Context: an optimization exercise on an open-source flow, tuned for small area. The choices shown serve that exercise and are no tape-out recipe.
Function was checked by simulation only, so behaviour that the tests miss may differ from the original.

## run a
Design aepq_engine, start of the top module:
module aepq_engine (
    input              clk,
    input              rst,
    input              tp_ok,
    input              host_valid,
    output             host_ready,
    input      [7:0]   host_opid,
    input      [3:0]   host_len,
    input      [127:0] host_data,
    output reg         host_rsp_valid,
    output     [7:0]   host_rsp,
    input              rx_valid,
    output             rx_ready,
    input      [7:0]   rx_data,
    input              tick_valid,
    output             tick_ready,
    output             tx_valid,
    output     [7:0]   tx_data,
    input              tx_ready,
    output     [7:0]   status
);
    function [9:0] adv10(input [9:0] s);
        adv10 = {s[8:0], ~(s[9] ^ s[6])};
    endfunction
    function [6:0] adv7(input [6:0] s);
        adv7 = {s[5:0], ~(s[6] ^ s[5])};
    endfunction
    function [15:0] crc_byte(input [15:0] c, input [7:0] d);
        integer n;
        reg [15:0] x;
        begin
            x = c ^ {d, 8'h00};
            for (n = 0; n < 8; n = n + 1)
                x = x[15] ? ({x[14:0], 1'b0} ^ 16'h8005) : {x[14:0], 1'b0};
            crc_byte = x;
        end
    endfunction
    reg         connected, running;
    reg [6:0]   ka_cnt;
    reg [1:0]   chst_a, chst_b;
    reg [9:0]   settle_a, settle_b;
    reg [3:0]   rxlen;
  ...
For scale: ~620 flip-flops, roughly 180 I/O pins, roughly 25,000 um2 of cells after synthesis.
clock: 10.0 ns
lec_check: 0
cap_margin: 20
core_margin: 2
core_utilization: 70
cts_buf_list: sky130_fd_sc_hd__clkbuf_4
slew_margin: 20
synth_hierarchical: 1
run.sh (not shown) runs the stock make flow with config.mk's settings and CLKGATE_MAP_FILE= SYNTH_SCRIPT=/design/flow/synth_recipe.tcl, a recipe that flattens the netlist after the stock synthesis.
The inputs of run b differ from those of run a as listed below.
Settings: removing CTS_BUF_LIST (formerly sky130_fd_sc_hd__clkbuf_4); changing CORE_UTILIZATION from 70 to 60.
==> flow/flow/run.sh (new file) <==
#!/bin/bash
# The standard layout, with two changes: ports are buffered with the smallest
# buffer, and clock tree synthesis inserts no dummy loads.
set -euo pipefail
export BUFFER_PORTS_ARGS="-buffer_cell sky130_fd_sc_hd__buf_1"
export CTS_ARGS="-sink_clustering_enable -repair_clock_nets -dont_use_dummy_load -buf_list sky130_fd_sc_hd__clkbuf_8"
bash standard.sh finish > standard_flow.log 2>&1
==> flow/standard.sh (new file) <==
#!/bin/bash
# synth_recipe.tcl (not shown) runs the flow's synth.tcl, then flattens the netlist and writes it again
# the make line also repeats each setting of config.mk as NAME=value (left out here)
make -C /OpenROAD-flow-scripts/flow DESIGN_CONFIG=/design/flow/config.mk WORK_HOME=/design/flow/orfs CLKGATE_MAP_FILE= SYNTH_SCRIPT=/design/flow/synth_recipe.tcl "${@:-finish}"
removed: flow/run.sh
Notes after the runs:
Run b completed every stage of the flow, and the final layout passed the timing, design-rule and antenna checks.
Run a completed end to end with timing, DRC and antenna clean.
From run a to run b, adder and majority gate portion of the synthesized area did not move at all.
Summary: setup slack, run b better than run a
Looking at total non-filler cell area in the finished layout across both flows, run b is the stronger of the two, with run a trailing.


the baseline:
Starting RTL as in the previous note.
==> flow/design.v (excerpt) <==
module aepq_engine (
    input              clk,
    input              rst,
    input              tp_ok,
    input              host_valid,
    output             host_ready,
    input      [7:0]   host_opid,
    input      [3:0]   host_len,
    input      [127:0] host_data,
    output reg         host_rsp_valid,
    output     [7:0]   host_rsp,
    input              rx_valid,
    output             rx_ready,
    input      [7:0]   rx_data,
    input              tick_valid,
    output             tick_ready,
    output             tx_valid,
    output     [7:0]   tx_data,
    input              tx_ready,
    output     [7:0]   status
);
Settings: LEC_CHECK=0, CAP_MARGIN=5, CORE_MARGIN=2, CORE_UTILIZATION=45, SLEW_MARGIN=5, SYNTH_HIERARCHICAL=1; clock period 10.0 ns.
standard.sh (not shown) runs the stock make flow with config.mk's settings and CLKGATE_MAP_FILE= SYNTH_SCRIPT=/design/flow/synth_recipe.tcl, a recipe that flattens the netlist after the stock synthesis.
==> flow/flow/run.sh <==
#!/bin/bash
# The standard layout, with two changes: ports are buffered with the smallest
# buffer, and clock tree synthesis inserts no dummy loads.
set -euo pipefail
export BUFFER_PORTS_ARGS="-buffer_cell sky130_fd_sc_hd__buf_1"
export CTS_ARGS="-sink_clustering_enable -repair_clock_nets -dont_use_dummy_load -buf_list sky130_fd_sc_hd__clkbuf_16 -sink_clustering_size 24 -sink_clustering_max_diameter 100"
bash standard.sh finish > standard_flow.log 2>&1
The following lists how the candidate was set up differently from the baseline:
- swapping 5 for 20 in SLEW_MARGIN
- swapping 5 for 20 in CAP_MARGIN
==> flow/flow/run.sh <==
#!/bin/bash
# The standard layout, with two changes: ports are buffered with the smallest
# buffer, and clock tree synthesis inserts no dummy loads.
set -euo pipefail
export BUFFER_PORTS_ARGS="-buffer_cell sky130_fd_sc_hd__buf_1"
export CTS_ARGS="-sink_clustering_enable -repair_clock_nets -dont_use_dummy_load -buf_list sky130_fd_sc_hd__clkbuf_8 -sink_clustering_size 12 -sink_clustering_max_diameter 100"
bash standard.sh finish > standard_flow.log 2>&1
Results
Per the comparison of the candidate with the baseline, clock buffer instance count of the final layout now larger; post-layout instance count excluding filler cells now larger. Against the baseline, the candidate comes in 1.4 points higher on share of final-layout standard cells stronger than drive strength 1.

-- what the ideal ports hide --
The results above use ideal ports. As a check the final layouts listed here were re-extracted and re-timed, cells and wires unchanged. Step 1 sets driving cells, clkbuf_16 on the clock port and buf_2 on the other inputs (assumed; they add their load-dependent delay and slew). Step 2 moves the port delays by t, midway between the first and last clock arrival at a register: inputs arrive t later, outputs are due t later. That takes back most of the time a late clock gives input paths. a / b / c = ideal ports / drivers / drivers and shift; a / b = the first two.
| run | shift t [ns] | slack for setup (ns) | worst setup path after step 2 |
|---|---|---|---|
| run a | 0.907 | 3.132 / 3.079 / 2.695 | input to register |
| run b | 0.670 | 3.689 / 3.643 / 3.045 | input to register |
| the baseline | 0.653 | 3.714 / 3.665 / 3.067 | input to register |
| the candidate | 0.711 | 3.630 / 3.569 / 3.037 | input to register |
After both steps every run listed still meets setup and hold. For the baseline, which loses most, drivers alone change the setup slack by -0.049 ns; drivers and shift together by -0.647 ns.
